This design comes from an exercise in tuning for small area on the open sky130 flow, not from production work.
Function was checked by simulation only, so behaviour that the tests miss may differ from the original.
Power and IR drop assume default switching activity.

$ cat design/flow/config.mk
export PLATFORM = sky130hd
export DESIGN_NAME = lsc
export DESIGN_NICKNAME = lsc
export VERILOG_FILES = /design/flow/design.v
export SDC_FILE = /design/flow/constraint.sdc
export NUM_CORES = 4
export LEC_CHECK = 0
export CAP_MARGIN = 20
export CORE_MARGIN = 2
export CORE_UTILIZATION = 40
export SLEW_MARGIN = 20
$ cat design/flow/constraint.sdc
create_clock -name core_clock -period 30.0 [get_ports {clk}]
set_input_delay 6.0000 -clock core_clock [delete_from_list [all_inputs] [get_ports {clk}]]
set_output_delay 6.0000 -clock core_clock [all_outputs]
set_load 0.01 [all_outputs]
$ cat design/flow/design.v
module lsc_map (
    input  wire [15:0] raw,
    input  wire        imm,
    input  wire [15:0] value,
    input  wire        mtrunc,
    input  wire [15:0] rmin,
    input  wire [15:0] rmax,
    output wire [31:0] lux,
    output wire        below,
    output wire        above,
    output wire [15:0] a16,       
    output wire [7:0]  c30,       
    output wire [15:0] den
);
    wire [18:0] five = {1'b0, raw, 2'b00} + {3'b000, raw};
    reg [16:0] q3;
    reg [1:0]  r3;
    reg [2:0]  t;
    integer i;
    always @(*) begin
        r3 = 2'd0;
        q3 = 17'd0;
        for (i = 18; i >= 0; i = i - 1) begin
            t = {r3, five[i]};
            if (t >= 3'd3) begin
                if (i < 17) q3[i] = 1'b1;
                r3 = t[1:0] - 2'd3;
            end else begin
                r3 = t[1:0];
            end
        end
    end
    assign lux = {q3, (r3 == 2'd2) ? 15'h5555 : (r3 == 2'd1) ? 15'h2AAA : 15'h0000};
    wire        exact = !imm && !mtrunc;
    wire [15:0] p16   = imm ? value : q3[16:1];
    wire [2:0]  f     = {1'b0, r3} + (q3[0] ? 3'd3 : 3'd0);
    wire [16:0] d_lo = {1'b0, p16} - {1'b0, rmin};
    assign below = d_lo[16];
    assign a16   = d_lo[15:0];
    assign above = (p16 > rmax) || (exact && p16 == rmax && f != 3'd0);
    assign c30   = exact ? ({f, 5'd0} - {4'd0, f, 1'b0}) : 8'd0;
    assign den   = rmax - rmin;
endmodule
module lsc #(
    parameter integer P_TICK_CYCLES        = 1000,   
    parameter integer P_SCL_HALF           = 5,      
    parameter integer P_BUS_TIMEOUT_CYCLES = 100
) (
    input  wire        clk,
    input  wire        rst_n,
    input  wire        psel,
    input  wire        penable,
    input  wire        pwrite,
    input  wire [7:0]  paddr,
    input  wire [31:0] pwdata,
    output reg  [31:0] prdata,
    output wire        pready,
    output wire        pslverr,
    input  wire        scl_i,
    input  wire        sda_i,
    output reg         scl_oe,
    output reg         sda_oe,
    output wire [7:0]  angle_o,
    output reg         angle_stb
);
    assign pready  = 1'b1;
    assign pslverr = 1'b0;
    localparam [3:0] S_IDLE    = 4'd0,
                     S_FETCH   = 4'd1,
                     S_WAIT    = 4'd2,
                     S_MAP     = 4'd3,
                     S_BUS     = 4'd4,
                     S_INIT_CK = 4'd5,
                     S_INIT_W1 = 4'd6,
                     S_INIT_D1 = 4'd7,
                     S_INIT_W2 = 4'd8,
                     S_INIT_D2 = 4'd9,
                     S_COMMIT  = 4'd10;
    localparam [3:0] I_IDLE    = 4'd0,
                     I_START_A = 4'd1,
                     I_START_B = 4'd2,
                     I_START_C = 4'd3,
                     I_LOW     = 4'd4,
                     I_RISE    = 4'd5,
                     I_HIGH    = 4'd6,
                     I_STOP_A  = 4'd7,
                     I_STOP_B  = 4'd8,
                     I_STOP_C  = 4'd9,
                     I_STOP_D  = 4'd10,
                     I_DONE    = 4'd11;
    reg        mtrunc;
    reg [1:0]  mode;           
    reg        ready;
    reg        rawv;
    reg        done_f;
    reg [3:0]  errcode;
    reg [2:0]  haltr;
    reg [10:1] errs;
    reg [6:0]  addr_a;
    reg [7:0]  angle;
    reg [15:0] rmin, rmax;
    reg [15:0] dly_pon, dly_conv, dly_poll;
    reg [3:0]  pc;
    reg        stop_req;
    reg [3:0]  st;
    reg [3:0]  ist;
    reg [15:0] seq_v;          
    reg        rx_v;           
    reg        raw_w;          
    reg [511:0] seq;
    reg [31:0]  cur;           
    reg [31:0]  rxdata;
    reg [15:0]  raw;
    reg [31:0]  dp;            
    reg [9:0]   cnt;           
    reg [3:0]   bit_idx;
    reg [2:0]   byte_idx;
    reg [1:0]   res;           
    reg         cfgerr;        
    assign angle_o = angle;
    wire       hwr   = psel & penable & pwrite;
    wire [5:0] widx  = paddr[7:2];
    wire       busy  = (mode != 2'd0);
    wire       w_seq = (widx[5:4] == 2'b01);
    wire       w_cfg = (widx == 6'h04) || (widx >= 6'h09 && widx <= 6'h0D) || w_seq;
    function automatic [31:0] init_word(input [3:0] i);
        begin
            case (i)
                4'd0: init_word = 32'h2000_0000;
                4'd1: init_word = 32'h5000_0000;
                4'd2: init_word = 32'h9000_0004;
                4'd3: init_word = 32'h6000_0000;
                4'd4: init_word = 32'h7300_0000;
                4'd5: init_word = 32'h8000_0001;
                default: init_word = 32'd0;
            endcase
        end
    endfunction
    wire [31:0] seq_rd = seq_v[widx[3:0]] ? seq[widx[3:0]*32 +: 32] : init_word(widx[3:0]);
    wire [31:0] seq_f  = seq_v[pc] ? seq[pc*32 +: 32] : init_word(pc);
    wire [31:0] w  = (mode == 2'd1) ? seq_f : cur;
    wire [3:0]  op = w[31:28];
    function automatic legal(input [31:0] x);
        begin
            case (x[31:28])
                4'h0, 4'h1, 4'h2, 4'h5: legal = (x[27:0] == 28'd0);
                4'h3: legal = (x[27:26] == 2'd0) &&
                              ((x[25:24] == 2'd0 && x[23:8] == 16'd0) ||
                               (x[25:24] == 2'd1 && x[23:16] == 8'd0) ||
                               (x[25:24] == 2'd2));
                4'h4: legal = (x[27:26] == 2'd0) && (x[23:0] == 24'd0);
                4'h6: legal = (x[27:25] == 3'd0) && (x[23:16] == 8'd0) &&
                              (x[24] || x[15:0] == 16'd0);
                4'h7: legal = (x[27:26] == 2'd0) && (x[23:16] == 8'd0) &&
                              (x[25:24] == 2'd0 || x[15:0] == 16'd0);
                4'h8, 4'h9: legal = (x[27:4] == 24'd0);
                default: legal = 1'b0;
            endcase
        end
    endfunction
    wire lg = legal(w);
    wire [31:0] lux;
    wire        m_below, m_above;
    wire [15:0] m_a16;
    wire [7:0]  m_c30;
    wire [15:0] m_den;
    lsc_map u_map (
        .raw(raw), .imm(w[24]), .value(w[15:0]), .mtrunc(mtrunc),
        .rmin(rmin), .rmax(rmax),
        .lux(lux), .below(m_below), .above(m_above), .a16(m_a16), .c30(m_c30), .den(m_den)
    );
    wire [31:0] status = {14'd0, mode, 1'b0, haltr, errcode, 3'd0, done_f,
                          (errcode != 4'd0), rawv, ready, busy};
    always @(*) begin
        case (widx)
            6'h00: prdata = {30'd0, mtrunc, (mode == 2'd1)};
            6'h01: prdata = status;
            6'h02: prdata = {21'd0, errs, 1'b0};
            6'h04: prdata = {25'd0, addr_a};
            6'h05: prdata = rx_v ? rxdata : 32'd0;
            6'h06: prdata = raw_w ? {16'd0, raw} : 32'd0;
            6'h07: prdata = raw_w ? lux : 32'd0;
            6'h08: prdata = {24'd0, angle};
            6'h09: prdata = {rmax, rmin};
            6'h0A: prdata = {16'd0, dly_pon};
            6'h0B: prdata = {16'd0, dly_conv};
            6'h0C: prdata = {16'd0, dly_poll};
            6'h0D: prdata = {28'd0, pc};
            default: prdata = w_seq ? seq_rd : 32'd0;
        endcase
    end
    wire bus_st   = (st == S_BUS) || (st == S_INIT_W1) || (st == S_INIT_W2);
    wire timer_st = (st == S_WAIT) || (st == S_INIT_D1) || (st == S_INIT_D2);
    wire h_end    = (cnt == P_SCL_HALF - 1);
    wire t_end    = (cnt == P_BUS_TIMEOUT_CYCLES);
    wire rd_c     = (op == 4'h4) || (op == 4'h5);
    wire [2:0] nb = (op == 4'h5) ? 3'd2 : (op == 4'h2) ? 3'd1 : {1'b0, w[25:24]} + 3'd1;
    wire last_byte = (byte_idx == nb);
    wire [23:0] wd = (op == 4'h2) ? ((st == S_INIT_W1) ? 24'h000001 : 24'h000010) : w[23:0];
    wire [7:0]  wb = (byte_idx == 3'd0) ? wd[7:0] : (byte_idx == 3'd1) ? wd[15:8] : wd[23:16];
    reg tx_bit;
    always @(*) begin
        if (bit_idx == 4'd8)
            tx_bit = (rd_c && byte_idx != 3'd0) ? last_byte : 1'b1;
        else if (rd_c && byte_idx != 3'd0)
            tx_bit = 1'b1;
        else
            tx_bit = dp[31];
    end
    wire ack_end  = (ist == I_HIGH) && h_end && (bit_idx == 4'd8);
    wire ack_stop = (byte_idx == 3'd0) ? sda_i : ((!rd_c && sda_i) || last_byte);
    reg [3:0] ist_nx;
    always @(*) begin
        ist_nx = ist;
        case (ist)
            I_IDLE:    if (bus_st) ist_nx = I_START_A;
            I_START_A: if (h_end) ist_nx = I_START_B;
            I_START_B: if (h_end) ist_nx = I_START_C;
            I_START_C: if (h_end) ist_nx = I_LOW;
            I_LOW:     if (h_end) ist_nx = I_RISE;
            I_RISE:    if (scl_i) ist_nx = I_HIGH;
                       else if (t_end) ist_nx = I_DONE;
            I_HIGH:    if (h_end) ist_nx = (bit_idx == 4'd8 && ack_stop) ? I_STOP_A : I_LOW;
            I_STOP_A:  if (h_end) ist_nx = I_STOP_B;
            I_STOP_B:  if (scl_i) ist_nx = I_STOP_C;
                       else if (t_end) ist_nx = I_DONE;
            I_STOP_C:  if (h_end) ist_nx = I_STOP_D;
            I_STOP_D:  if (h_end) ist_nx = I_DONE;
            default:   ist_nx = I_IDLE;
        endcase
    end
    wire i_chg    = (ist_nx != ist);
    wire bus_done = (ist == I_DONE);
    wire byte_adv = (ack_end && !ack_stop) || (ist == I_STOP_A && byte_idx != 3'd4);
    wire bus_op = (op == 4'h2) || (op == 4'h3) || (op == 4'h4) || (op == 4'h5);
    reg  [3:0] cm_err;
    always @(*) begin
        if (!lg)                                   cm_err = 4'd6;
        else if (op == 4'h5 && !ready)             cm_err = 4'd4;
        else if (op == 4'h6 && !w[24] && !rawv)    cm_err = 4'd5;
        else if (op == 4'h2 && cfgerr)             cm_err = 4'd7;
        else if (bus_op)                           cm_err = {2'd0, res};
        else                                       cm_err = 4'd0;
    end
    wire cm_ec   = !lg || bus_op || (op == 4'h6);
    wire cm_hard = !lg || (op == 4'h5 && !ready) || (op == 4'h2 && cfgerr);
    wire [3:0] cm_next = (lg && (op == 4'h8 || (op == 4'h9 && errcode != 4'd0))) ?
                         w[3:0] : pc + 4'd1;
    wire commit_ok = (st == S_COMMIT) && (cm_err == 4'd0);
    reg [10:1] errs_set;
    reg [10:1] errs_clr;
    always @(posedge clk or negedge rst_n) begin
        if (!rst_n) begin
            mtrunc     <= 1'b0;
            mode       <= 2'd0;
            ready      <= 1'b0;
            rawv       <= 1'b0;
            done_f     <= 1'b0;
            errcode    <= 4'd0;
            haltr      <= 3'd0;
            errs       <= 10'd0;
            addr_a     <= 7'h23;
            angle      <= 8'd0;
            angle_stb  <= 1'b0;
            rmin       <= 16'd50;
            rmax       <= 16'd1000;
            dly_pon    <= 16'd10;
            dly_conv   <= 16'd180;
            dly_poll   <= 16'd200;
            pc         <= 4'd0;
            stop_req   <= 1'b0;
            st         <= S_IDLE;
            ist        <= I_IDLE;
            scl_oe     <= 1'b0;
            sda_oe     <= 1'b0;
            seq_v      <= 16'd0;
            rx_v       <= 1'b0;
            raw_w      <= 1'b0;
        end else begin
            errs_set = 10'd0;
            errs_clr = 10'd0;
            angle_stb <= 1'b0;
            ist <= ist_nx;
            if (hwr) begin
                if (w_cfg && busy) begin
                    errs_set[9] = 1'b1;                          
                end else begin
                    case (widx)
                        6'h00: begin
                            if (mode == 2'd0) begin
                                mtrunc <= pwdata[1];
                                if (pwdata[0]) begin                
                                    mode     <= 2'd1;
                                    done_f   <= 1'b0;
                                    haltr    <= 3'd0;
                                    stop_req <= 1'b0;
                                    st       <= S_FETCH;
                                end
                            end else if (mode == 2'd1 && !pwdata[0]) begin
                                stop_req <= 1'b1;
                            end
                        end
                        6'h02: errs_clr = pwdata[10:1];
                        6'h03: begin
                            if (busy) errs_set[10] = 1'b1;          
                            else begin
                                mode   <= 2'd2;
                                done_f <= 1'b0;
                                haltr  <= 3'd0;
                                st     <= S_FETCH;
                            end
                        end
                        6'h04: addr_a <= pwdata[6:0];
                        6'h09: begin
                            if (pwdata[15:0] < pwdata[31:16]) begin
                                rmin <= pwdata[15:0];
                                rmax <= pwdata[31:16];
                            end else errs_set[8] = 1'b1;            
                        end
                        6'h0A: dly_pon  <= (pwdata[15:0] < 16'd10)  ? 16'd10  : pwdata[15:0];
                        6'h0B: dly_conv <= (pwdata[15:0] < 16'd180) ? 16'd180 : pwdata[15:0];
                        6'h0C: dly_poll <= pwdata[15:0];
                        6'h0D: pc <= pwdata[3:0];
                        default: begin
                            if (w_seq) seq_v[widx[3:0]] <= 1'b1;
                        end
                    endcase
                end
            end
            case (ist)
                I_START_A: if (h_end) sda_oe <= 1'b1;
                I_START_B: if (h_end) scl_oe <= 1'b1;
                I_LOW: begin
                    scl_oe <= !h_end;
                    sda_oe <= ~tx_bit;
                end
                I_RISE, I_STOP_B: if (!scl_i && t_end) begin
                    scl_oe <= 1'b0;
                    sda_oe <= 1'b0;
                end
                I_HIGH: if (h_end) scl_oe <= 1'b1;
                I_STOP_A: begin
                    scl_oe <= !h_end;
                    sda_oe <= 1'b1;
                end
                I_STOP_C: if (h_end) sda_oe <= 1'b0;
                default: ;
            endcase
            case (st)
                S_IDLE: ;
                S_FETCH: begin
                    if (mode == 2'd1 && stop_req) begin
                        mode     <= 2'd0;                         
                        done_f   <= 1'b1;
                        haltr    <= 3'd3;
                        stop_req <= 1'b0;
                        st       <= S_IDLE;
                    end else if (!lg) begin
                        st <= S_COMMIT;
                    end else begin
                        case (op)
                            4'h2: begin                           
                                ready <= 1'b0;
                                rawv  <= 1'b0;
                                st    <= S_INIT_CK;
                            end
                            4'h3, 4'h4: st <= S_BUS;
                            4'h5: st <= ready ? S_BUS : S_COMMIT;
                            4'h6: st <= (!w[24] && !rawv) ? S_COMMIT : S_MAP;
                            4'h7: st <= S_WAIT;
                            default: st <= S_COMMIT;
                        endcase
                    end
                end
                S_WAIT, S_INIT_D1, S_INIT_D2: begin
                    if (dp[15:0] == 16'd0)
                        st <= (st == S_INIT_D1) ? S_INIT_W2 : S_COMMIT;
                end
                S_MAP: begin
                    if ((cnt == 10'd3 && (m_below || m_above)) || cnt == 10'd30)
                        st <= S_COMMIT;
                end
                S_BUS: if (bus_done) st <= S_COMMIT;
                S_INIT_CK: st <= (scl_i && sda_i) ? S_INIT_W1 : S_COMMIT;
                S_INIT_W1, S_INIT_W2: begin
                    if (bus_done) begin
                        if (res != 2'd0) st <= S_COMMIT;
                        else st <= (st == S_INIT_W1) ? S_INIT_D1 : S_INIT_D2;
                    end
                end
                S_COMMIT: begin
                    if (cm_err == 4'd0) begin
                        case (op)
                            4'h2: ready <= 1'b1;
                            4'h4: rx_v <= 1'b1;
                            4'h5: begin
                                rx_v  <= 1'b1;
                                raw_w <= 1'b1;
                                rawv  <= 1'b1;
                            end
                            4'h6: begin
                                angle     <= m_below ? 8'd0 : m_above ? 8'd180 : dp[7:0];
                                angle_stb <= 1'b1;
                                if (!w[24]) rawv <= 1'b0;
                            end
                            default: ;
                        endcase
                    end else if (op == 4'h5 && cm_err != 4'd4 && cm_err != 4'd6) begin
                        rawv <= 1'b0;                             
                    end
                    if (cm_ec) errcode <= cm_err;
                    if (cm_err != 4'd0) errs_set[cm_err] = 1'b1;
                    if (cm_hard) begin
                        mode     <= 2'd0;                         
                        done_f   <= 1'b1;
                        haltr    <= 3'd2;
                        stop_req <= 1'b0;
                        st       <= S_IDLE;
                    end else if (mode == 2'd2) begin
                        mode     <= 2'd0;                         
                        done_f   <= 1'b1;
                        haltr    <= 3'd4;
                        st       <= S_IDLE;
                    end else if (op == 4'h0) begin
                        pc       <= pc + 4'd1;                    
                        mode     <= 2'd0;
                        done_f   <= 1'b1;
                        haltr    <= 3'd1;
                        stop_req <= 1'b0;
                        st       <= S_IDLE;
                    end else begin
                        pc <= cm_next;
                        st <= S_FETCH;
                    end
                end
                default: st <= S_IDLE;
            endcase
            errs <= (errs & ~errs_clr) | errs_set;
        end
    end
    wire [15:0] wait_ticks = (w[25:24] == 2'd0) ? w[15:0] :
                             (w[25:24] == 2'd1) ? dly_pon :
                             (w[25:24] == 2'd2) ? dly_conv : dly_poll;
    localparam [7:0] K_MAP = 8'd180;
    wire        m_kbit = K_MAP[cnt[2:0] - 3'd1];
    wire [16:0] m_acc  = {1'b0, dp[23:8]} + (m_kbit ? {1'b0, m_a16} : 17'd0);
    wire [16:0] d_sh  = {dp[23:8], dp[7]};
    wire [17:0] d_sub = {1'b0, d_sh} - {2'd0, m_den};
    wire        d_q   = !d_sub[17];
    wire [15:0] d_rem = d_q ? d_sub[15:0] : d_sh[15:0];
    integer k;
    always @(posedge clk) begin
        for (k = 0; k < 16; k = k + 1)
            if (hwr && !busy && w_seq && widx[3:0] == k) seq[k*32 +: 32] <= pwdata;
        if (hwr && !busy && widx == 6'h03) cur <= pwdata;
        if (commit_ok && (op == 4'h4 || op == 4'h5)) rxdata <= dp;
        if (commit_ok && op == 4'h5) raw <= {dp[7:0], dp[15:8]};
        if (st == S_INIT_CK) cfgerr <= !(scl_i && sda_i);
        cnt <= (st == S_FETCH || i_chg || (timer_st && cnt == P_TICK_CYCLES - 1)) ?
               10'd0 : cnt + 10'd1;
        if (ist == I_START_C && h_end) begin
            byte_idx <= 3'd0;
            bit_idx  <= 4'd0;
        end
        if (ist == I_HIGH && h_end) bit_idx <= (bit_idx == 4'd8) ? 4'd0 : bit_idx + 4'd1;
        if (byte_adv) byte_idx <= byte_idx + 3'd1;
        if (ack_end && ack_stop)
            res <= (byte_idx == 3'd0) ? 2'd1 : (!rd_c && sda_i) ? 2'd2 : 2'd0;
        if ((ist == I_RISE || ist == I_STOP_B) && !scl_i && t_end) res <= 2'd3;
        if (st == S_FETCH) dp[15:0] <= wait_ticks;
        if (timer_st && cnt == P_TICK_CYCLES - 1 && dp[15:0] != 16'd0) dp[15:0] <= dp[15:0] - 16'd1;
        if (bus_done && st == S_INIT_W1) dp[15:0] <= dly_pon;
        if (bus_done && st == S_INIT_W2) dp[15:0] <= dly_conv;
        if (st == S_MAP) begin
            if (cnt == 10'd0) dp[23:0] <= {8'd0, m_c30, 8'd0};
            else if (cnt <= 10'd8) dp[23:0] <= {m_acc, dp[7:1]};
            else if (cnt <= 10'd16) dp[23:0] <= {d_rem, dp[6:0], d_q};
        end
        if (ist == I_START_C && h_end) dp[31:24] <= {addr_a, rd_c};
        if (ist == I_HIGH && h_end && bit_idx != 4'd8) dp[31:24] <= {dp[30:24], sda_i};
        if (byte_adv) dp <= {(ist == I_HIGH) ? wb : 8'd0, dp[31:8]};
    end
endmodule
$ cat design/flow/run.sh
#!/bin/bash
# synth_recipe.tcl (not shown) runs the flow's synth.tcl, then flattens the netlist and writes it again
# the make line also repeats each setting of config.mk as NAME=value (left out here)
make -C /OpenROAD-flow-scripts/flow DESIGN_CONFIG=/design/flow/config.mk WORK_HOME=/design/flow/orfs CLKGATE_MAP_FILE= SYNTH_SCRIPT=/design/flow/synth_recipe.tcl finish
==> results.json, run 1 <==
{
  "final-setup-viol-count": 0,
  "num_rows": 123,
  "rsz0062_at_grt": "no",
  "dpl.cell_count": 5113,
  "grt_pass1_wl_um": 224000,
  "synth_top_area_share": 0.405,
  "overflow": 0,
  "skew_ps": 54.1,
  "via_count": 33300,
  "combPwrFrac": 0.246,
  "gp_congestion": 0.990,
  "outcome": "complete, no violations",
  "fin_crit_sh": 0.907,
  "syn_nets": 3836,
  "worst_pin_slew_ps": 1160,
  "clk_pin_slew_worst_paths_ps": 60,
  "critPathLaunch": "raw[0]",
  "grt_max_degree": 94,
  "async_reset_ff_frac": 0.190,
  "clockRootBuffer": "clkbuf_16",
  "num_antenna_cells": 0,
  "ir_drop_uv": 39.1,
  "die_h_um": 342,
  "ys_seq_area_frac": 0.501,
  "drt_iter0_drc": 4374,
  "area_growth_syn_to_layout_pct": 12.7,
  "critPathMaxStageDelay_ps": 660,
  "postCtsResizedCells": 0,
  "p_int_w": 0.00217,
  "synth-seq-cells": 795,
  "cts_tree": "yes",
  "finalHoldViolCount": 0,
  "powerDensity_nw_per_um2": 62.2,
  "drv_slew": 0,
  "numCtsBuffers": 87,
  "grt_usage": 0.263,
  "max_cap_viol_count": 0,
  "die_area_um2": 117000,
  "ys.flop_type": "edfxtp_1",
  "htree_levels": 3,
  "timing.rr.start": "raw[0]",
  "die_w_um": 342,
  "clk_path_buf_depth": 3,
  "antenna_found_initial": 6,
  "syn_inst": 3623,
  "nets": 3915,
  "io-pin-count": 92,
  "synth_edf_count": 616,
  "cp.arrival_ps": 21200,
  "finalNonFillerCells": 5276,
  "synthDistinctLibCells": 101,
  "drc": 0,
  "first_pass_iters": 13,
  "cts_hold_buffers": 0,
  "synth_common_cells": "edfxtp_1, mux4_2, nand2_1, nor2_1, o21ai_0",
  "p_seq_frac": 0.421,
  "yosysTopAreaCell": "edfxtp_1",
  "synth_area_leaders": "edfxtp_1, mux4_2, dfrtp_1",
  "path_class": "reg -> out",
  "initial_core_util": 0.404,
  "portBuffers": 87,
  "totalWireLength_um": 156000,
  "core_area_um2": 113000,
  "yosys_warnings": 2,
  "swShare": 0.321,
  "power_frac_clock": 0.333,
  "worstPathRequired_ps": 24000,
  "crit_path_end_kind": "output pin",
  "setup_tns_ps": 0,
  "cp_slowest_cell": "edfxtp_1",
  "critPathLaunchType": "register",
  "hold_start": "seq_v[10]",
  "path_max_fanout": 13,
  "slew_headroom": 0.220,
  "grt_pass1_vias": 32000,
  "clk_latency_ps": 680,
  "min_period_ps": 27200,
  "wl_per_cell_um": 29.5,
  "postRouteAntennaNets": 0,
  "cts_setup_buffers": 0,
  "drive_gt1_frac": 0.188,
  "clock_sinks": 795,
  "max_freq_mhz": 36.8,
  "via_per_inst": 6.31,
  "synth_area_um2": 45600,
  "min_path_type": "reg -> reg",
  "dpl.hpwl_um": 106000,
  "crit_top_cell": "ha_1",
  "synth_most_common_cell": "edfxtp_1",
  "switchingPower_w": 0.00103,
  "avgSynthCellArea_um2": 12.6,
  "nFillCells": 10200,
  "p_leak_nw": 18.9
}
[registers in the layout, summed over array words and instances (netlist names), 4 cells and up]
signal / cells
seq: 512
cur: 32
dp: 32
rxdata: 32
dly_conv: 16
dly_poll: 16
dly_pon: 16
raw: 16
rmax: 16
rmin: 16
seq_v: 16
cnt: 10
errs: 10
angle: 8
addr_a: 7
bit_idx: 4
ist: 4
pc: 4
st: 4
[layer usage]
layer / track usage / wire, um / vias to the layer above
met5: 0 / 50 / -
met4: 0.102 / 6910 / 6
met3: 0.0451 / 14000 / 308
met2: 0.423 / 73000 / 1763
met1: 0.355 / 61800 / 16800
li1: - / - / 14400
[through the flow]
| stage | setup slack (ps) | hold slack, ps | cell area (um^2) | power [W] | util |
|---|---|---|---|---|---|
| floorplan | 7530 | 424 | 45600 | 0.00186 | - |
| global placement | 4020 | 454 | 48600 | 0.00212 | 0.431 |
| detailed placement | 3960 | 459 | 48600 | 0.00213 | 0.431 |
| CTS | 3170 | 472 | 51400 | 0.00319 | 0.456 |
| global route | 1300 | 485 | 51400 | 0.00332 | 0.456 |
| finish | 2800 | 472 | 51400 | 0.00320 | 0.456 |
[power groups by stage]
| stage | clock, W | sequential, W | combinational [W] |
|---|---|---|---|
| 6_report | 0.00107 | 0.00135 | 0.000785 |
| 5_1_grt | 0.00112 | 0.00135 | 0.000853 |
| 4_1_cts | 0.00108 | 0.00134 | 0.000774 |
| 3_5_place_dp | 0 | 0.00136 | 0.000769 |
| 3_3_place_gp | 0 | 0.00136 | 0.000761 |
| 2_1_floorplan | 0 | 0.00130 | 0.000557 |
[cell type report]
class                      instances  area, um^2  area share
timing repair buffer             199        1730      0.0336
multi-input combinational       2477       21600       0.420
clock buffer                     111        2330      0.0453
tap                             1500        1880      0.0365
inverter                         142         533      0.0104
clock inverter                    52         462     0.00898
sequential                       795       22900       0.445
[worst paths after layout]
kind | cells past startpoint | slack, ps | to
worst max-delay path | 89 | 2800 | prdata[2]
worst min-delay path | 1 | 470 | seq_v[10]
worst max register to register | 105 | 7600 | dp[22]
worst min register to register | 1 | 470 | seq_v[10]
max in group asynchronous | 2 | 23280 | ist[3]
min in group asynchronous | 1 | 5400 | seq_v[12]
[logic make-up (layout without fill, tap and decap cells)]
kind of cell	count (synthesis)	after routing	synth area share
AND/OR/NAND/NOR	950	950	0.0978
AO/OA/AOI/OAI	848	848	0.126
flip-flops	795	795	0.501
multiplexers	423	423	0.182
buffers and inverters	351	504	0.0292
adder cells (fa/ha/maj)	166	166	0.0465
XOR/XNOR	88	88	0.0173
other	2	2	0.000165
[worst max-delay path, delay by kind of cell, from the launching register on]
| family | cells | cell delay, ps |
|---|---|---|
| AOI/OAI and AO/OA | 37 | 7460 |
| xor gates and xnor gates | 1 | 100 |
| adders and majority gates | 19 | 5570 |
| buffers and inverters | 5 | 930 |
| DFF | 1 | 660 |
| muxes | 1 | 150 |
| and+or+nand+nor | 26 | 5570 |
[layout by cell type, fill, tap and decap left out, drive strengths merged, types with 82 or more instances in the layout]
cell type	synthesis	layout
edfxtp	616	616
ha	160	160
inv	141	145
buf	37	117
dfrtp	130	130
nor3	84	84
mux4	320	320
o21ai	214	214
clkbuf	172	111
nor2	270	270
a21oi	196	196
nand2	274	274
clkdlybuf4s50	0	82
==> inputs of run 2 (changes only) <==
--- a/design/flow/design.v
+++ b/design/flow/design.v
@@ -12,34 +12,63 @@
     output wire [7:0]  c30,       
     output wire [15:0] den
 );
-    wire [18:0] five = {1'b0, raw, 2'b00} + {3'b000, raw};
+    function automatic [19:0] add19(input [18:0] x, input [18:0] y, input ci);
+        reg c;
+        integer k;
+        begin
+            c = ci;
+            for (k = 0; k < 19; k = k + 1) begin
+                add19[k] = x[k] ^ y[k] ^ c;
+                c = (x[k] & y[k]) | (c & (x[k] ^ y[k]));
+            end
+            add19[19] = c;
+        end
+    endfunction
+    wire [19:0] five_s = add19({1'b0, raw, 2'b00}, {3'b000, raw}, 1'b0);
+    wire [18:0] five = five_s[18:0];
     reg [16:0] q3;
     reg [1:0]  r3;
-    reg [2:0]  t;
+    reg        qb;
     integer i;
     always @(*) begin
         r3 = 2'd0;
         q3 = 17'd0;
         for (i = 18; i >= 0; i = i - 1) begin
-            t = {r3, five[i]};
-            if (t >= 3'd3) begin
-                if (i < 17) q3[i] = 1'b1;
-                r3 = t[1:0] - 2'd3;
-            end else begin
-                r3 = t[1:0];
-            end
+            case ({r3, five[i]})
+                3'b000: begin qb = 1'b0; r3 = 2'd0; end
+                3'b001: begin qb = 1'b0; r3 = 2'd1; end
+                3'b010: begin qb = 1'b0; r3 = 2'd2; end
+                3'b011: begin qb = 1'b1; r3 = 2'd0; end
+                3'b100: begin qb = 1'b1; r3 = 2'd1; end
+                3'b101: begin qb = 1'b1; r3 = 2'd2; end
+                default: begin qb = 1'b1; r3 = 2'd2; end
+            endcase
+            if (i < 17) q3[i] = qb;
         end
     end
     assign lux = {q3, (r3 == 2'd2) ? 15'h5555 : (r3 == 2'd1) ? 15'h2AAA : 15'h0000};
     wire        exact = !imm && !mtrunc;
     wire [15:0] p16   = imm ? value : q3[16:1];
     wire [2:0]  f     = {1'b0, r3} + (q3[0] ? 3'd3 : 3'd0);
-    wire [16:0] d_lo = {1'b0, p16} - {1'b0, rmin};
-    assign below = d_lo[16];
+    wire [19:0] d_lo = add19({3'd0, p16}, {3'd0, ~rmin}, 1'b1);
+    assign below = !d_lo[16];
     assign a16   = d_lo[15:0];
-    assign above = (p16 > rmax) || (exact && p16 == rmax && f != 3'd0);
-    assign c30   = exact ? ({f, 5'd0} - {4'd0, f, 1'b0}) : 8'd0;
-    assign den   = rmax - rmin;
+    wire [19:0] d_hi = add19({3'd0, rmax}, {3'd0, ~p16}, !(exact && f != 3'd0));
+    assign above = !d_hi[16];
+    reg [7:0] c30_r;
+    always @(*) begin
+        case (f)
+            3'd1: c30_r = 8'd30;
+            3'd2: c30_r = 8'd60;
+            3'd3: c30_r = 8'd90;
+            3'd4: c30_r = 8'd120;
+            3'd5: c30_r = 8'd150;
+            default: c30_r = 8'd0;
+        endcase
+    end
+    assign c30   = exact ? c30_r : 8'd0;
+    wire [19:0] d_den = add19({3'd0, rmax}, {3'd0, ~rmin}, 1'b1);
+    assign den   = d_den[15:0];
 endmodule
 module lsc #(
     parameter integer P_TICK_CYCLES        = 1000,   
@@ -118,6 +147,18 @@
     reg [1:0]   res;           
     reg         cfgerr;        
     assign angle_o = angle;
+    function automatic [18:0] add18(input [17:0] x, input [17:0] y, input ci);
+        reg c;
+        integer j;
+        begin
+            c = ci;
+            for (j = 0; j < 18; j = j + 1) begin
+                add18[j] = x[j] ^ y[j] ^ c;
+                c = (x[j] & y[j]) | (c & (x[j] ^ y[j]));
+            end
+            add18[18] = c;
+        end
+    endfunction
     wire       hwr   = psel & penable & pwrite;
     wire [5:0] widx  = paddr[7:2];
     wire       busy  = (mode != 2'd0);
@@ -136,8 +177,18 @@
             endcase
         end
     endfunction
-    wire [31:0] seq_rd = seq_v[widx[3:0]] ? seq[widx[3:0]*32 +: 32] : init_word(widx[3:0]);
-    wire [31:0] seq_f  = seq_v[pc] ? seq[pc*32 +: 32] : init_word(pc);
+    reg [31:0] seq_rd, seq_f;
+    integer m;
+    always @(*) begin
+        seq_rd = 32'd0;
+        seq_f  = 32'd0;
+        for (m = 0; m < 16; m = m + 1) begin
+            if (widx[3:0] == m)
+                seq_rd = seq_rd | (seq_v[m] ? seq[m*32 +: 32] : init_word(m));
+            if (pc == m)
+                seq_f = seq_f | (seq_v[m] ? seq[m*32 +: 32] : init_word(m));
+        end
+    end
     wire [31:0] w  = (mode == 2'd1) ? seq_f : cur;
     wire [3:0]  op = w[31:28];
     function automatic legal(input [31:0] x);
@@ -194,7 +245,8 @@
     wire h_end    = (cnt == P_SCL_HALF - 1);
     wire t_end    = (cnt == P_BUS_TIMEOUT_CYCLES);
     wire rd_c     = (op == 4'h4) || (op == 4'h5);
-    wire [2:0] nb = (op == 4'h5) ? 3'd2 : (op == 4'h2) ? 3'd1 : {1'b0, w[25:24]} + 3'd1;
+    wire [2:0] nb = (op == 4'h5) ? 3'd2 : (op == 4'h2) ? 3'd1 :
+                    {w[25] & w[24], w[25] ^ w[24], ~w[24]};
     wire last_byte = (byte_idx == nb);
     wire [23:0] wd = (op == 4'h2) ? ((st == S_INIT_W1) ? 24'h000001 : 24'h000010) : w[23:0];
     wire [7:0]  wb = (byte_idx == 3'd0) ? wd[7:0] : (byte_idx == 3'd1) ? wd[15:8] : wd[23:16];
@@ -245,7 +297,12 @@
     wire cm_ec   = !lg || bus_op || (op == 4'h6);
     wire cm_hard = !lg || (op == 4'h5 && !ready) || (op == 4'h2 && cfgerr);
     wire [3:0] cm_next = (lg && (op == 4'h8 || (op == 4'h9 && errcode != 4'd0))) ?
-                         w[3:0] : pc + 4'd1;
+                         w[3:0] : pc_inc;
+    wire [18:0] pc_inc_s = add18({14'd0, pc}, 18'd0, 1'b1);
+    wire [3:0]  pc_inc   = pc_inc_s[3:0];
+    wire [18:0] rng_s  = add18({2'd0, pwdata[15:0]}, {2'd0, ~pwdata[31:16]}, 1'b1);
+    wire [18:0] pon_s  = add18({2'd0, pwdata[15:0]}, {2'd0, ~16'd10}, 1'b1);
+    wire [18:0] conv_s = add18({2'd0, pwdata[15:0]}, {2'd0, ~16'd180}, 1'b1);
     wire commit_ok = (st == S_COMMIT) && (cm_err == 4'd0);
     reg [10:1] errs_set;
     reg [10:1] errs_clr;
@@ -312,13 +369,13 @@
                         end
                         6'h04: addr_a <= pwdata[6:0];
                         6'h09: begin
-                            if (pwdata[15:0] < pwdata[31:16]) begin
+                            if (!rng_s[16]) begin
                                 rmin <= pwdata[15:0];
                                 rmax <= pwdata[31:16];
                             end else errs_set[8] = 1'b1;            
                         end
-                        6'h0A: dly_pon  <= (pwdata[15:0] < 16'd10)  ? 16'd10  : pwdata[15:0];
-                        6'h0B: dly_conv <= (pwdata[15:0] < 16'd180) ? 16'd180 : pwdata[15:0];
+                        6'h0A: dly_pon  <= !pon_s[16]  ? 16'd10  : pwdata[15:0];
+                        6'h0B: dly_conv <= !conv_s[16] ? 16'd180 : pwdata[15:0];
                         6'h0C: dly_poll <= pwdata[15:0];
                         6'h0D: pc <= pwdata[3:0];
                         default: begin
@@ -422,7 +479,7 @@
                         haltr    <= 3'd4;
                         st       <= S_IDLE;
                     end else if (op == 4'h0) begin
-                        pc       <= pc + 4'd1;                    
+                        pc       <= pc_inc;                       
                         mode     <= 2'd0;
                         done_f   <= 1'b1;
                         haltr    <= 3'd1;
@@ -441,13 +498,18 @@
     wire [15:0] wait_ticks = (w[25:24] == 2'd0) ? w[15:0] :
                              (w[25:24] == 2'd1) ? dly_pon :
                              (w[25:24] == 2'd2) ? dly_conv : dly_poll;
-    localparam [7:0] K_MAP = 8'd180;
-    wire        m_kbit = K_MAP[cnt[2:0] - 3'd1];
-    wire [16:0] m_acc  = {1'b0, dp[23:8]} + (m_kbit ? {1'b0, m_a16} : 17'd0);
+    localparam [7:0] K_ROT = {8'd180, 8'd180} >> 7;    
+    wire        m_kbit = K_ROT[cnt[2:0]];
+    wire [18:0] m_acc_s = add18({2'd0, dp[23:8]}, {2'd0, m_kbit ? m_a16 : 16'd0}, 1'b0);
+    wire [16:0] m_acc  = m_acc_s[16:0];
     wire [16:0] d_sh  = {dp[23:8], dp[7]};
-    wire [17:0] d_sub = {1'b0, d_sh} - {2'd0, m_den};
-    wire        d_q   = !d_sub[17];
+    wire [18:0] d_sub = add18({1'b0, d_sh}, {2'b11, ~m_den}, 1'b1);
+    wire        d_q   = d_sub[18];
     wire [15:0] d_rem = d_q ? d_sub[15:0] : d_sh[15:0];
+    wire [18:0] cnt_inc = add18({8'd0, cnt}, 18'd0, 1'b1);
+    wire [18:0] bit_inc = add18({14'd0, bit_idx}, 18'd0, 1'b1);
+    wire [18:0] byt_inc = add18({15'd0, byte_idx}, 18'd0, 1'b1);
+    wire [18:0] dp_dec  = add18({2'd0, dp[15:0]}, 18'h0ffff, 1'b0);
     integer k;
     always @(posedge clk) begin
         for (k = 0; k < 16; k = k + 1)
@@ -457,18 +519,18 @@
         if (commit_ok && op == 4'h5) raw <= {dp[7:0], dp[15:8]};
         if (st == S_INIT_CK) cfgerr <= !(scl_i && sda_i);
         cnt <= (st == S_FETCH || i_chg || (timer_st && cnt == P_TICK_CYCLES - 1)) ?
-               10'd0 : cnt + 10'd1;
+               10'd0 : cnt_inc[9:0];
         if (ist == I_START_C && h_end) begin
             byte_idx <= 3'd0;
             bit_idx  <= 4'd0;
         end
-        if (ist == I_HIGH && h_end) bit_idx <= (bit_idx == 4'd8) ? 4'd0 : bit_idx + 4'd1;
-        if (byte_adv) byte_idx <= byte_idx + 3'd1;
+        if (ist == I_HIGH && h_end) bit_idx <= (bit_idx == 4'd8) ? 4'd0 : bit_inc[3:0];
+        if (byte_adv) byte_idx <= byt_inc[2:0];
         if (ack_end && ack_stop)
             res <= (byte_idx == 3'd0) ? 2'd1 : (!rd_c && sda_i) ? 2'd2 : 2'd0;
         if ((ist == I_RISE || ist == I_STOP_B) && !scl_i && t_end) res <= 2'd3;
         if (st == S_FETCH) dp[15:0] <= wait_ticks;
-        if (timer_st && cnt == P_TICK_CYCLES - 1 && dp[15:0] != 16'd0) dp[15:0] <= dp[15:0] - 16'd1;
+        if (timer_st && cnt == P_TICK_CYCLES - 1 && dp[15:0] != 16'd0) dp[15:0] <= dp_dec[15:0];
         if (bus_done && st == S_INIT_W1) dp[15:0] <= dly_pon;
         if (bus_done && st == S_INIT_W2) dp[15:0] <= dly_conv;
         if (st == S_MAP) begin
--- a/design/flow/config.mk
+++ b/design/flow/config.mk
@@ -5,6 +5,7 @@
 export SDC_FILE = /design/flow/constraint.sdc
 export NUM_CORES = 4
 export LEC_CHECK = 0
+export ABC_AREA = 1
 export CAP_MARGIN = 20
 export CORE_MARGIN = 2
 export CORE_UTILIZATION = 40
==> run 2 against run 1 <==
Against the previous run: critical path type unchanged; clock power rose by 9%; via count up 21%; synthesized cell count grew 25%; still clean on timing, DRC and antenna; die area fell by 6.5%; clock skew down 2.2 ps; global-route usage increased by 10 points.
==> results.json, run 2 <==
{
  "ys_seq_area_frac": 0.537,
  "cts_hold_buffers": 0,
  "overflow": 0,
  "cts_setup_buffers": 0,
  "first_pass_iters": 8,
  "synth_common_cells": "nand2_1, edfxtp_1, inv_1, o21ai_0, o22ai_1",
  "die_area_um2": 109000,
  "avgSynthCellArea_um2": 9.41,
  "powerDensity_nw_per_um2": 51.5,
  "grt_usage": 0.364,
  "antenna_found_initial": 12,
  "postRouteAntennaNets": 0,
  "nFillCells": 10000,
  "crit_top_cell": "nand2_1",
  "numCtsBuffers": 89,
  "finalHoldViolCount": 0,
  "setup_tns_ps": 0,
  "htree_levels": 3,
  "whs_ps": 482,
  "die_w_um": 330,
  "min_period_ps": 18160,
  "core_area_um2": 105000,
  "io-pin-count": 92,
  "rsz0062_at_grt": "no",
  "ys.flop_type": "edfxtp_1",
  "clk_pin_slew_worst_paths_ps": 60,
  "initial_core_util": 0.404,
  "synthDistinctLibCells": 65,
  "postCtsResizedCells": 0,
  "multiInputGateArea_um2": 17400,
  "slew_headroom": 0.130,
  "grt_max_degree": 65,
  "clockRootBuffer": "clkbuf_16",
  "synth_edf_count": 616,
  "synth-seq-cells": 795,
  "drive_gt1_frac": 0.0939,
  "grt_pass1_wl_um": 279000,
  "max_cap_viol_count": 0,
  "cp.arrival_ps": 12160,
  "p_leak_nw": 18.1,
  "syn_inst": 4529,
  "finalWorstSetupSlack_ps": 11840,
  "ir_drop_uv": 40.2,
  "syn_nets": 4744,
  "final-setup-viol-count": 0,
  "worstPathRequired_ps": 24000,
  "via_count": 40200,
  "largest-register": "seq",
  "yosys_warnings": 2,
  "outcome": "complete, no violations",
  "clk_latency_ps": 700,
  "path_class": "reg -> out",
  "synth_area_leaders": "edfxtp_1, nand2_1, dfrtp_1",
  "dpl.hpwl_um": 135000,
  "final_common_cell": "nand2_1",
  "cts_tree": "yes",
  "clk_path_buf_depth": 3,
  "die_h_um": 330,
  "drv_slew": 0,
  "portBuffers": 87,
  "totalWireLength_um": 203000,
  "final_util": 0.464,
  "async_reset_ff_frac": 0.190,
  "critPathLaunchType": "register",
  "path_max_fanout": 7,
  "nets": 4857,
  "max_freq_mhz": 55.1,
  "clock_sinks": 795,
  "synth_top_area_share": 0.434,
  "largest_register_ffs": 512,
  "crit_path_end_kind": "output pin",
  "worst_pin_slew_ps": 1290,
  "via_per_inst": 6.58,
  "cp_slowest_cell": "clkdlybuf4s50_1",
  "gp_congestion": 1.03,
  "min_path_type": "reg -> reg",
  "area_growth_syn_to_layout_pct": 14.8,
  "grt_pass1_vias": 37200,
  "num_rows": 119,
  "synth_most_common_cell": "nand2_1",
  "seqCellArea_um2": 22900,
  "drc": 0,
  "final_cell_mix": "nand2_1, edfxtp_1, inv_1",
  "wl_per_cell_um": 33.3,
  "fin_crit_sh": 0.605,
  "synth_area_um2": 42600,
  "drt_iter0_drc": 6991,
  "critPathMaxStageDelay_ps": 600,
  "skew_ps": 51.9,
  "dp_slack_ps": 12580,
  "yosysTopAreaCell": "edfxtp_1"
}
## run 2: cell types whose count changed after synthesis, moves of 74 or more
cell,before,now
a21o_1,75,1
mux4_2,320,0
nand2_1,272,951
inv_1,137,451
o21ai_0,206,443
o22ai_1,20,353
nand3_1,67,198
## run 2: worst paths after layout
kind | startpoint | endpoint | slack [ps] | cells past startpoint
max in group asynchronous | rst_n | seq_v[14] | 23480 | 2
worst min-delay path | dp[17] | rxdata[17] | 480 | 0
worst max-delay path | raw[0] | prdata[1] | 11840 | 62
worst max register to register | raw[0] | dp[22] | 12590 | 73
min in group asynchronous | rst_n | errs[7] | 5250 | 1
worst min register to register | dp[17] | rxdata[17] | 480 | 0
## run 2: report_power, final
part           internal [W]  switching [W]
Clock              0.000676       0.000494
Combinational     0.0000424       0.000106
Sequential          0.00119     0.00000647
Total               0.00191       0.000606
## run 2: cell type report
| type | count | share of cell area |
|---|---|---|
| timing repair buffer | 247 | 0.0424 |
| inverter | 464 | 0.0356 |
| tap | 1391 | 0.0356 |
| multi-input combinational | 3045 | 0.355 |
| sequential | 795 | 0.468 |
| clock buffer | 110 | 0.0497 |
| antenna | 3 | 0.000153 |
| clock inverter | 57 | 0.0136 |
## run 2: logic make-up after synthesis
kind of cell,Yosys count,synth area share
simple gates,1642,0.164
compound gates,1220,0.174
flops,795,0.537
buf+inv,689,0.0609
fa+ha+maj,168,0.0620
xor+xnor,13,0.00267
other cells,2,0.000176
## run 2: critical path, delay by kind of cell, from the launching register on
family | cells | cell delay [ps]
AOI/OAI and AO/OA | 2 | 700
adders and majority gates | 17 | 5360
buffers and inverters | 6 | 900
DFF | 1 | 570
and+or+nand+nor | 37 | 3930
## run 2: per-stage QoR
stage / power [W] / std cells / cell area (um^2)
after global placement: 0.00136 / 5942 / 45800
final: 0.00252 / 6112 / 48900
after floorplan: 0.00129 / 4529 / 42600
after CTS: 0.00251 / 6109 / 48900
after global routing: 0.00257 / 6110 / 48900
after detailed placement: 0.00136 / 5942 / 45800
## run 2: per-layer routing
metal | up-vias | global-route usage | share of wire
li1 | 16500 | - | -
met1 | 19100 | 0.480 | 0.36
met2 | 3731 | 0.512 | 0.40
met3 | 869 | 0.124 | 0.16
met4 | 10 | 0.231 | 0.078
met5 | - | 0.000870 | 0.00034
==> inputs of run 3 (changes only) <==
--- a/design/flow/design.v
+++ b/design/flow/design.v
@@ -7,7 +7,7 @@
     input  wire [15:0] rmax,
     output wire [31:0] lux,
     output wire        below,
-    output wire        above,
+    output wire        exf,       
     output wire [15:0] a16,       
     output wire [7:0]  c30,       
     output wire [15:0] den
@@ -53,8 +53,7 @@
     wire [19:0] d_lo = add19({3'd0, p16}, {3'd0, ~rmin}, 1'b1);
     assign below = !d_lo[16];
     assign a16   = d_lo[15:0];
-    wire [19:0] d_hi = add19({3'd0, rmax}, {3'd0, ~p16}, !(exact && f != 3'd0));
-    assign above = !d_hi[16];
+    assign exf   = exact && f != 3'd0;
     reg [7:0] c30_r;
     always @(*) begin
         case (f)
@@ -211,34 +210,33 @@
     endfunction
     wire lg = legal(w);
     wire [31:0] lux;
-    wire        m_below, m_above;
+    wire        m_below, m_exf;
     wire [15:0] m_a16;
     wire [7:0]  m_c30;
     wire [15:0] m_den;
     lsc_map u_map (
         .raw(raw), .imm(w[24]), .value(w[15:0]), .mtrunc(mtrunc),
         .rmin(rmin), .rmax(rmax),
-        .lux(lux), .below(m_below), .above(m_above), .a16(m_a16), .c30(m_c30), .den(m_den)
+        .lux(lux), .below(m_below), .exf(m_exf), .a16(m_a16), .c30(m_c30), .den(m_den)
     );
     wire [31:0] status = {14'd0, mode, 1'b0, haltr, errcode, 3'd0, done_f,
                           (errcode != 4'd0), rawv, ready, busy};
+    wire r_hi = (widx[5:4] == 2'b00);
     always @(*) begin
-        case (widx)
-            6'h00: prdata = {30'd0, mtrunc, (mode == 2'd1)};
-            6'h01: prdata = status;
-            6'h02: prdata = {21'd0, errs, 1'b0};
-            6'h04: prdata = {25'd0, addr_a};
-            6'h05: prdata = rx_v ? rxdata : 32'd0;
-            6'h06: prdata = raw_w ? {16'd0, raw} : 32'd0;
-            6'h07: prdata = raw_w ? lux : 32'd0;
-            6'h08: prdata = {24'd0, angle};
-            6'h09: prdata = {rmax, rmin};
-            6'h0A: prdata = {16'd0, dly_pon};
-            6'h0B: prdata = {16'd0, dly_conv};
-            6'h0C: prdata = {16'd0, dly_poll};
-            6'h0D: prdata = {28'd0, pc};
-            default: prdata = w_seq ? seq_rd : 32'd0;
-        endcase
+        prdata = ({32{r_hi && widx[3:0] == 4'h0}} & {30'd0, mtrunc, (mode == 2'd1)})
+               | ({32{r_hi && widx[3:0] == 4'h1}} & status)
+               | ({32{r_hi && widx[3:0] == 4'h2}} & {21'd0, errs, 1'b0})
+               | ({32{r_hi && widx[3:0] == 4'h4}} & {25'd0, addr_a})
+               | ({32{r_hi && widx[3:0] == 4'h5 && rx_v}} & rxdata)
+               | ({32{r_hi && widx[3:0] == 4'h6 && raw_w}} & {16'd0, raw})
+               | ({32{r_hi && widx[3:0] == 4'h7 && raw_w}} & lux)
+               | ({32{r_hi && widx[3:0] == 4'h8}} & {24'd0, angle})
+               | ({32{r_hi && widx[3:0] == 4'h9}} & {rmax, rmin})
+               | ({32{r_hi && widx[3:0] == 4'hA}} & {16'd0, dly_pon})
+               | ({32{r_hi && widx[3:0] == 4'hB}} & {16'd0, dly_conv})
+               | ({32{r_hi && widx[3:0] == 4'hC}} & {16'd0, dly_poll})
+               | ({32{r_hi && widx[3:0] == 4'hD}} & {28'd0, pc})
+               | ({32{w_seq}} & seq_rd);
     end
     wire bus_st   = (st == S_BUS) || (st == S_INIT_W1) || (st == S_INIT_W2);
     wire timer_st = (st == S_WAIT) || (st == S_INIT_D1) || (st == S_INIT_D2);
@@ -434,7 +432,7 @@
                         st <= (st == S_INIT_D1) ? S_INIT_W2 : S_COMMIT;
                 end
                 S_MAP: begin
-                    if ((cnt == 10'd3 && (m_below || m_above)) || cnt == 10'd30)
+                    if ((cnt == 10'd3 && (m_below || dp[24])) || cnt == 10'd30)
                         st <= S_COMMIT;
                 end
                 S_BUS: if (bus_done) st <= S_COMMIT;
@@ -456,7 +454,7 @@
                                 rawv  <= 1'b1;
                             end
                             4'h6: begin
-                                angle     <= m_below ? 8'd0 : m_above ? 8'd180 : dp[7:0];
+                                angle     <= m_below ? 8'd0 : dp[24] ? 8'd180 : dp[7:0];
                                 angle_stb <= 1'b1;
                                 if (!w[24]) rawv <= 1'b0;
                             end
@@ -495,17 +493,21 @@
             errs <= (errs & ~errs_clr) | errs_set;
         end
     end
-    wire [15:0] wait_ticks = (w[25:24] == 2'd0) ? w[15:0] :
-                             (w[25:24] == 2'd1) ? dly_pon :
-                             (w[25:24] == 2'd2) ? dly_conv : dly_poll;
+    wire [1:0]  tsel = (st == S_INIT_W1) ? 2'd1 : (st == S_INIT_W2) ? 2'd2 : w[25:24];
+    wire [15:0] wait_ticks = (tsel == 2'd0) ? w[15:0] :
+                             (tsel == 2'd1) ? dly_pon :
+                             (tsel == 2'd2) ? dly_conv : dly_poll;
+    wire        ticks_ld = (st == S_FETCH) || (bus_done && (st == S_INIT_W1 || st == S_INIT_W2));
     localparam [7:0] K_ROT = {8'd180, 8'd180} >> 7;    
     wire        m_kbit = K_ROT[cnt[2:0]];
-    wire [18:0] m_acc_s = add18({2'd0, dp[23:8]}, {2'd0, m_kbit ? m_a16 : 16'd0}, 1'b0);
-    wire [16:0] m_acc  = m_acc_s[16:0];
-    wire [16:0] d_sh  = {dp[23:8], dp[7]};
-    wire [18:0] d_sub = add18({1'b0, d_sh}, {2'b11, ~m_den}, 1'b1);
-    wire        d_q   = d_sub[18];
-    wire [15:0] d_rem = d_q ? d_sub[15:0] : d_sh[15:0];
+    wire        m_mul  = (cnt[4:3] == 2'b00) && (cnt[2:0] != 3'd0) || (cnt == 10'd8);
+    wire [16:0] d_sh   = {dp[23:8], dp[7]};
+    wire [16:0] alu_x  = (cnt == 10'd0) ? {1'b0, m_a16} : m_mul ? {1'b0, dp[23:8]} : d_sh;
+    wire [16:0] alu_y  = m_mul ? (m_kbit ? {1'b0, m_a16} : 17'd0) : {1'b1, ~m_den};
+    wire        alu_c  = (cnt == 10'd0) ? m_exf : !m_mul;
+    wire [18:0] alu_s  = add18({1'b0, alu_x}, {1'b0, alu_y}, alu_c);
+    wire        d_q    = alu_s[17];
+    wire [15:0] d_rem  = d_q ? alu_s[15:0] : d_sh[15:0];
     wire [18:0] cnt_inc = add18({8'd0, cnt}, 18'd0, 1'b1);
     wire [18:0] bit_inc = add18({14'd0, bit_idx}, 18'd0, 1'b1);
     wire [18:0] byt_inc = add18({15'd0, byte_idx}, 18'd0, 1'b1);
@@ -529,13 +531,11 @@
         if (ack_end && ack_stop)
             res <= (byte_idx == 3'd0) ? 2'd1 : (!rd_c && sda_i) ? 2'd2 : 2'd0;
         if ((ist == I_RISE || ist == I_STOP_B) && !scl_i && t_end) res <= 2'd3;
-        if (st == S_FETCH) dp[15:0] <= wait_ticks;
+        if (ticks_ld) dp[15:0] <= wait_ticks;
         if (timer_st && cnt == P_TICK_CYCLES - 1 && dp[15:0] != 16'd0) dp[15:0] <= dp_dec[15:0];
-        if (bus_done && st == S_INIT_W1) dp[15:0] <= dly_pon;
-        if (bus_done && st == S_INIT_W2) dp[15:0] <= dly_conv;
         if (st == S_MAP) begin
-            if (cnt == 10'd0) dp[23:0] <= {8'd0, m_c30, 8'd0};
-            else if (cnt <= 10'd8) dp[23:0] <= {m_acc, dp[7:1]};
+            if (cnt == 10'd0) dp[24:0] <= {d_q, 8'd0, m_c30, 8'd0};
+            else if (cnt <= 10'd8) dp[23:0] <= {alu_s[16:0], dp[7:1]};
             else if (cnt <= 10'd16) dp[23:0] <= {d_rem, dp[6:0], d_q};
         end
         if (ist == I_START_C && h_end) dp[31:24] <= {addr_a, rd_c};
==> design/flow/flow/run.sh (new file) <==
#!/bin/bash
set -euo pipefail
cd "$(dirname "$0")/.."
W="$(pwd)"
rm -rf "$W/scripts_area"
cp -r "$FLOW_HOME/scripts" "$W/scripts_area"
cp "$W/flow/abc_area.script" "$W/scripts_area/abc_area.script"
bash "$W/standard.sh" \
    SCRIPTS_DIR="$W/scripts_area" \
    "CTS_ARGS=-sink_clustering_enable -repair_clock_nets -dont_use_dummy_load -buf_list sky130_fd_sc_hd__clkbuf_16 -sink_clustering_size 20 -sink_clustering_max_diameter 80" \
    finish > "$W/flow_make.log" 2>&1
==> design/flow/flow/abc_area.script (new file) <==
strash
ifraig
dc2
dch -f
map -a
strash
dch -f
map -a
strash
dch -f
map -a
topo
==> design/flow/standard.sh (new file) <==
#!/bin/bash
# synth_recipe.tcl (not shown) runs the flow's synth.tcl, then flattens the netlist and writes it again
# the make line also repeats each setting of config.mk as NAME=value (left out here)
make -C /OpenROAD-flow-scripts/flow DESIGN_CONFIG=/design/flow/config.mk WORK_HOME=/design/flow/orfs CLKGATE_MAP_FILE= SYNTH_SCRIPT=/design/flow/synth_recipe.tcl "${@:-finish}"
removed: design/flow/run.sh
==> run 3 against run 2 <==
Against the previous run: area after synthesis is 6.6% lower; highest routed layer unchanged; critical endpoint is now dp[12]; clock-buffer cell count is 60 lower; via count is 9.8% lower; largest power group unchanged; clock power is 42% lower; total power is 19% lower; global-route usage is 0.62 points lower; clock skew is 49 ps higher.
==> results.json, run 3 <==
{
  "outcome": "complete, no violations",
  "wl_per_cell_um": 34.8,
  "io-pin-count": 92,
  "yosysTopAreaCell": "edfxtp_1",
  "synth_area_leaders": "edfxtp_1, dfrtp_1, clkinv_1",
  "skew_ps": 101,
  "die_area_um2": 102000,
  "postRouteAntennaNets": 0,
  "synth_area_um2": 39800,
  "num_rows": 115,
  "htree_levels": 2,
  "clk_path_buf_depth": 3,
  "synthDistinctLibCells": 52,
  "clock_sinks": 795,
  "crit_top_cell": "fa_1",
  "async_reset_ff_frac": 0.190,
  "gp_congestion": 1.03,
  "cts_tree": "yes",
  "final_area_um2": 44800,
  "grt_pass1_wl_um": 258000,
  "final_cell_mix": "edfxtp_1, clkinv_1, nand2_1",
  "synth-seq-cells": 795,
  "cts_setup_buffers": 0,
  "dp_slack_ps": 8430,
  "whs_ps": 449,
  "cp.arrival_ps": 22520,
  "drt_iter0_drc": 6615,
  "die_h_um": 320,
  "fin_crit_sh": 0.732,
  "numCtsBuffers": 50,
  "clk_pin_slew_worst_paths_ps": 90,
  "rsz0062_at_grt": "no",
  "max_cap_viol_count": 0,
  "syn_nets": 3989,
  "clockRootBuffer": "clkbuf_16",
  "slew_headroom": 0.169,
  "setup_tns_ps": 0,
  "finalHoldViolCount": 0,
  "critPathMaxStageDelay_ps": 790,
  "path_max_fanout": 27,
  "via_per_inst": 6.77,
  "max_freq_mhz": 45.6,
  "first_pass_iters": 8,
  "powerDensity_nw_per_um2": 45.7,
  "syn_inst": 3802,
  "ir_drop_uv": 45.7,
  "avgSynthCellArea_um2": 10.5,
  "drive_gt1_frac": 0.0703,
  "dpl.hpwl_um": 126000,
  "clk_latency_ps": 700,
  "yosys_warnings": 2,
  "finalWorstSetupSlack_ps": 8050,
  "via_count": 36300,
  "whs_path_depth": 0,
  "die_w_um": 320,
  "overflow": 0,
  "synth_edf_count": 616,
  "worstPathRequired_ps": 30570,
  "worst_pin_slew_ps": 1230,
  "r2r_cells": 101,
  "ys.flop_type": "edfxtp_1",
  "min_period_ps": 21950,
  "antenna_found_initial": 7,
  "area_growth_syn_to_layout_pct": 12.6,
  "synth_most_common_cell": "edfxtp_1",
  "path_class": "reg -> reg",
  "totalWireLength_um": 187000,
  "final-setup-viol-count": 0,
  "ys_seq_area_frac": 0.574,
  "min_path_type": "reg -> reg",
  "postCtsResizedCells": 0,
  "portBuffers": 87,
  "initial_core_util": 0.404,
  "core_area_um2": 98600,
  "synth_top_area_share": 0.464,
  "grt_pass1_vias": 33700,
  "p_leak_nw": 14.7,
  "placed_cell_area_um2": 43600,
  "cp_slowest_cell": "clkinv_1",
  "synth_common_cells": "edfxtp_1, clkinv_1, nand2_1, o21ai_0, nor2_1",
  "cts_hold_buffers": 0,
  "grt_max_degree": 96,
  "final_common_cell": "edfxtp_1",
  "drc": 0,
  "largest_register_ffs": 512,
  "crit_path_end_kind": "register",
  "drv_slew": 0,
  "critPathLaunchType": "register",
  "power_w": 0.00205,
  "nets": 4257,
  "grt_usage": 0.358,
  "largest-register": "seq"
}
-- run 3: cell count changes in the layout (fill, tap and decap cells not counted), moves of 56 or more --
cell      change
clkinv_1    +530
nand2_1     -516
inv_1       -451
o22ai_1     -249
a22oi_1     +176
nand3_1     -126
a221oi_1    +124
a21oi_1      +75
nor4_1       -60
a31oi_1      -57
nor2_1       +56
-- run 3: report_power, final --
| group | internal (W) | switching [W] |
|---|---|---|
| Sequential | 0.00119 | 0.00000752 |
| Clock | 0.000295 | 0.000383 |
| Combinational | 0.0000532 | 0.000117 |
-- run 3: cell families after synthesis --
group	share of synthesized area
flops	0.574
buf+inv	0.0529
fa+ha+maj	0.0551
compound gates	0.205
other cells	0.000189
mux	0.00254
xor+xnor	0.00286
simple gates	0.107
-- run 3: per-layer routing --
layer,vias to the layer above,global-route usage,share of wire
met5,-,0,0.00020
met4,6,0.223,0.079
met3,733,0.114,0.15
met2,3293,0.500,0.40
met1,17500,0.481,0.37
li1,14700,-,-
-- run 3: metrics by stage --
step / instances / util
final: 5358 / 0.455
after floorplan: 3802 / -
after CTS: 5354 / 0.455
after global placement: 5304 / 0.442
after detailed placement: 5304 / 0.442
after global routing: 5355 / 0.455
-- run 3: cell type report --
cell class | instances | area, um^2
inverters | 555 | 2080
diodes | 3 | 7.51
well taps | 1287 | 1610
repair buffers | 220 | 1890
clock buffers | 50 | 1250
multi-input cells | 2448 | 15100
fillers | 9149 | 53700
flip-flops and latches | 795 | 22900
-- run 3: final timing paths --
path                             start      endpoint  slack, ps
worst max register to register  raw[0]        dp[12]       8050
min in group asynchronous        rst_n  dly_poll[15]       5220
max in group asynchronous        rst_n      haltr[1]      23650
worst min-delay path            dp[28]    rxdata[28]        450
worst min register to register  dp[28]    rxdata[28]        450
worst max-delay path            raw[0]        dp[12]       8050
-- run 3: worst max-delay path, delay by kind of cell (launching register included) --
kind	cells	cell delay, ps
buffers and inverters	27	3110
and+or+nand+nor	18	2490
adders and majority gates	34	12010
DFF	1	530
xor gates and xnor gates	1	130
AOI/OAI and AO/OA	21	3590
==> inputs of run 4 (changes only) <==
--- a/design/flow/flow/run.sh
+++ b/design/flow/flow/run.sh
@@ -8,4 +8,5 @@
 bash "$W/standard.sh" \
     SCRIPTS_DIR="$W/scripts_area" \
     "CTS_ARGS=-sink_clustering_enable -repair_clock_nets -dont_use_dummy_load -buf_list sky130_fd_sc_hd__clkbuf_16 -sink_clustering_size 20 -sink_clustering_max_diameter 80" \
+    "BUFFER_PORTS_ARGS=-buffer_cell sky130_fd_sc_hd__buf_1" \
     finish > "$W/flow_make.log" 2>&1
==> run 4 against run 3 <==
Against the previous run: largest power group unchanged; combinational power shrank 3%; sequential share of layout area grew 0.46 points; non-clock buffer count grew 17; sequential power is essentially flat.
==> results.json, run 4 <==
{
  "outcome": "complete, no violations",
  "synthDistinctLibCells": 52,
  "postCtsResizedCells": 0,
  "htree_levels": 2,
  "synth_common_cells": "edfxtp_1, clkinv_1, nand2_1, o21ai_0, nor2_1",
  "drt_iter0_drc": 7379,
  "via_count": 36300,
  "cp_slowest_cell": "clkinv_1",
  "cts_tree": "yes",
  "whs_path_depth": 0,
  "worstReg2RegEnd": "dp[13]",
  "syn_inst": 3802,
  "synth_most_common_cell": "edfxtp_1",
  "initial_core_util": 0.404,
  "cp.arrival_ps": 22450,
  "grt_pass1_vias": 33200,
  "grt_usage": 0.357,
  "postRouteAntennaNets": 0,
  "r2r_cells": 102,
  "wl_per_cell_um": 34.8,
  "final_area_um2": 44400,
  "worst_pin_slew_ps": 1350,
  "async_reset_ff_frac": 0.190,
  "clockRootBuffer": "clkbuf_16",
  "clock_sinks": 795,
  "crit_top_cell": "fa_1",
  "clk_latency_ps": 680,
  "drv_slew": 0,
  "die_w_um": 320,
  "ir_drop_uv": 43.1,
  "reg2reg_setup_slack_ps": 8040,
  "first_pass_iters": 7,
  "synth_top_area_share": 0.464,
  "yosys_warnings": 2,
  "portBuffers": 87,
  "final_cell_mix": "edfxtp_1, clkinv_1, nand2_1",
  "critPathLaunchType": "register",
  "die_h_um": 320,
  "crit_family": "adder cells",
  "die_area_um2": 102000,
  "final_common_cell": "edfxtp_1",
  "clk_path_buf_depth": 3,
  "critPathMaxStageDelay_ps": 810,
  "synth_area_leaders": "edfxtp_1, dfrtp_1, clkinv_1",
  "overflow": 0,
  "finalNonFillerCells": 5378,
  "ys.flop_type": "edfxtp_1",
  "p_leak_nw": 14.5,
  "dpl.cell_count": 5321,
  "max_freq_mhz": 45.5,
  "core_area_um2": 98600,
  "num_rows": 115,
  "grt_max_degree": 72,
  "via_per_inst": 6.74,
  "grt_pass1_wl_um": 256000,
  "area_growth_syn_to_layout_pct": 11.6,
  "timing.rr.start": "raw[2]",
  "antenna_found_initial": 7,
  "clk_pin_slew_worst_paths_ps": 90,
  "yosysTopAreaCell": "edfxtp_1",
  "min_path_type": "reg -> reg",
  "powerDensity_nw_per_um2": 45.8,
  "drive_gt1_frac": 0.0737,
  "hold_start": "dp[25]",
  "hold_end": "rxdata[25]",
  "syn_nets": 3989,
  "path_class": "reg -> reg",
  "worstPathRequired_ps": 30490,
  "placed_cell_area_um2": 43200,
  "slew_headroom": 0.0885,
  "dpl.hpwl_um": 128000,
  "nFillCells": 9241,
  "totalWireLength_um": 187000,
  "largest_register_ffs": 512,
  "rsz0062_at_grt": "no",
  "drc": 0,
  "ys_seq_area_frac": 0.574,
  "numCtsBuffers": 50,
  "gp_congestion": 1.04,
  "final-setup-viol-count": 0,
  "synth_edf_count": 616,
  "min_period_ps": 21960,
  "io-pin-count": 92,
  "path_max_fanout": 27,
  "avgSynthCellArea_um2": 10.5,
  "fin_crit_sh": 0.732,
  "setup_tns_ps": 0,
  "crit_path_end_kind": "register",
  "cts_setup_buffers": 0,
  "largest-register": "seq",
  "synth-seq-cells": 795,
  "cp_num_buf_inv": 27,
  "finalHoldViolCount": 0,
  "skew_ps": 91.2,
  "nets": 4274,
  "final_util": 0.451,
  "max_cap_viol_count": 0,
  "synth_area_um2": 39800,
  "cts_hold_buffers": 0
}
[run 4: cell counts after synthesis]
No cell type changed its count.
[run 4: layout make-up]
class | instances | area, um^2 | share of cell area
antenna | 6 | 15.0 | 0.000338
multi-input combinational | 2448 | 15200 | 0.341
timing repair buffer | 237 | 1470 | 0.0331
tap | 1287 | 1610 | 0.0362
clock buffer | 50 | 1250 | 0.0282
sequential | 795 | 22900 | 0.514
inverter | 555 | 2080 | 0.0469
[run 4: worst max path at each step]
stage                start  endpoint  slack (ps)  depth (start not counted)
floorplan           raw[0]    dp[13]       10670                        102
global placement    raw[0]    dp[13]        8410                        102
detailed placement  raw[0]    dp[13]        8460                        102
CTS                 raw[0]    dp[13]        8310                        102
global route        raw[0]    dp[12]        6310                        101
finish              raw[2]    dp[13]        8040                        102
[run 4: metal layers]
layer | track usage | routed length (um) | up-vias
li1 | - | - | 14800
met1 | 0.470 | 68000 | 17400
met2 | 0.494 | 74200 | 3332
met3 | 0.133 | 30100 | 743
met4 | 0.223 | 14800 | 10
met5 | 0 | 60 | -
[run 4: cell families after synthesis]
| family | after synthesis | share of synthesized area |
|---|---|---|
| and+or+nand+nor | 1019 | 0.107 |
| adders and majority gates | 140 | 0.0551 |
| DFF | 795 | 0.574 |
| AOI/OAI and AO/OA | 1264 | 0.205 |
| muxes | 10 | 0.00254 |
| buffers and inverters | 559 | 0.0529 |
| xor gates and xnor gates | 13 | 0.00286 |
| other | 2 | 0.000189 |
[run 4: metrics by stage]
stage	worst slack [ps]	hold WS, ps	power, W
2_1_floorplan	10670	433	0.00130
3_3_place_gp	8410	449	0.00138
3_5_place_dp	8460	448	0.00138
4_1_cts	8310	470	0.00203
5_1_grt	6310	471	0.00208
6_report	8040	469	0.00204
[run 4: report_power, final]
group | leakage [nW] | internal (W) | switching (W) | total [W]
Sequential | 7.50 | 0.00119 | 0.00000752 | 0.00120
Combinational | 6.41 | 0.0000470 | 0.000118 | 0.000165
Clock | 0.616 | 0.000295 | 0.000376 | 0.000671

-- re-timing with driven ports --
Ports are ideal in the flow. The routed layouts listed here were re-timed in OpenROAD. Step 1 (the two cells are an assumption about what drives the block):
set clk [get_ports {clk}]
set_driving_cell -lib_cell sky130_fd_sc_hd__clkbuf_16 $clk
set_driving_cell -lib_cell sky130_fd_sc_hd__buf_2 [delete_from_list [all_inputs] $clk]
Step 2 times the ports against the registers' clock, not the clock port: input delays grow and output delays shrink by t, the midpoint of the rising clock arrivals with the driver on. a / b / c = ideal / step 1 / step 2; a / b = the first two.
run	t, ns	setup WS [ns]	worst setup path at the end
run 1	0.730	2.805 / 2.732 / 3.463	register to output
run 2	0.756	11.842 / 11.763 / 11.927	input to output
run 3	0.719	8.053 / 8.053 / 8.053	register to register
run 4	0.699	8.040 / 8.040 / 8.040	register to register
After both steps every run listed still meets setup and hold.
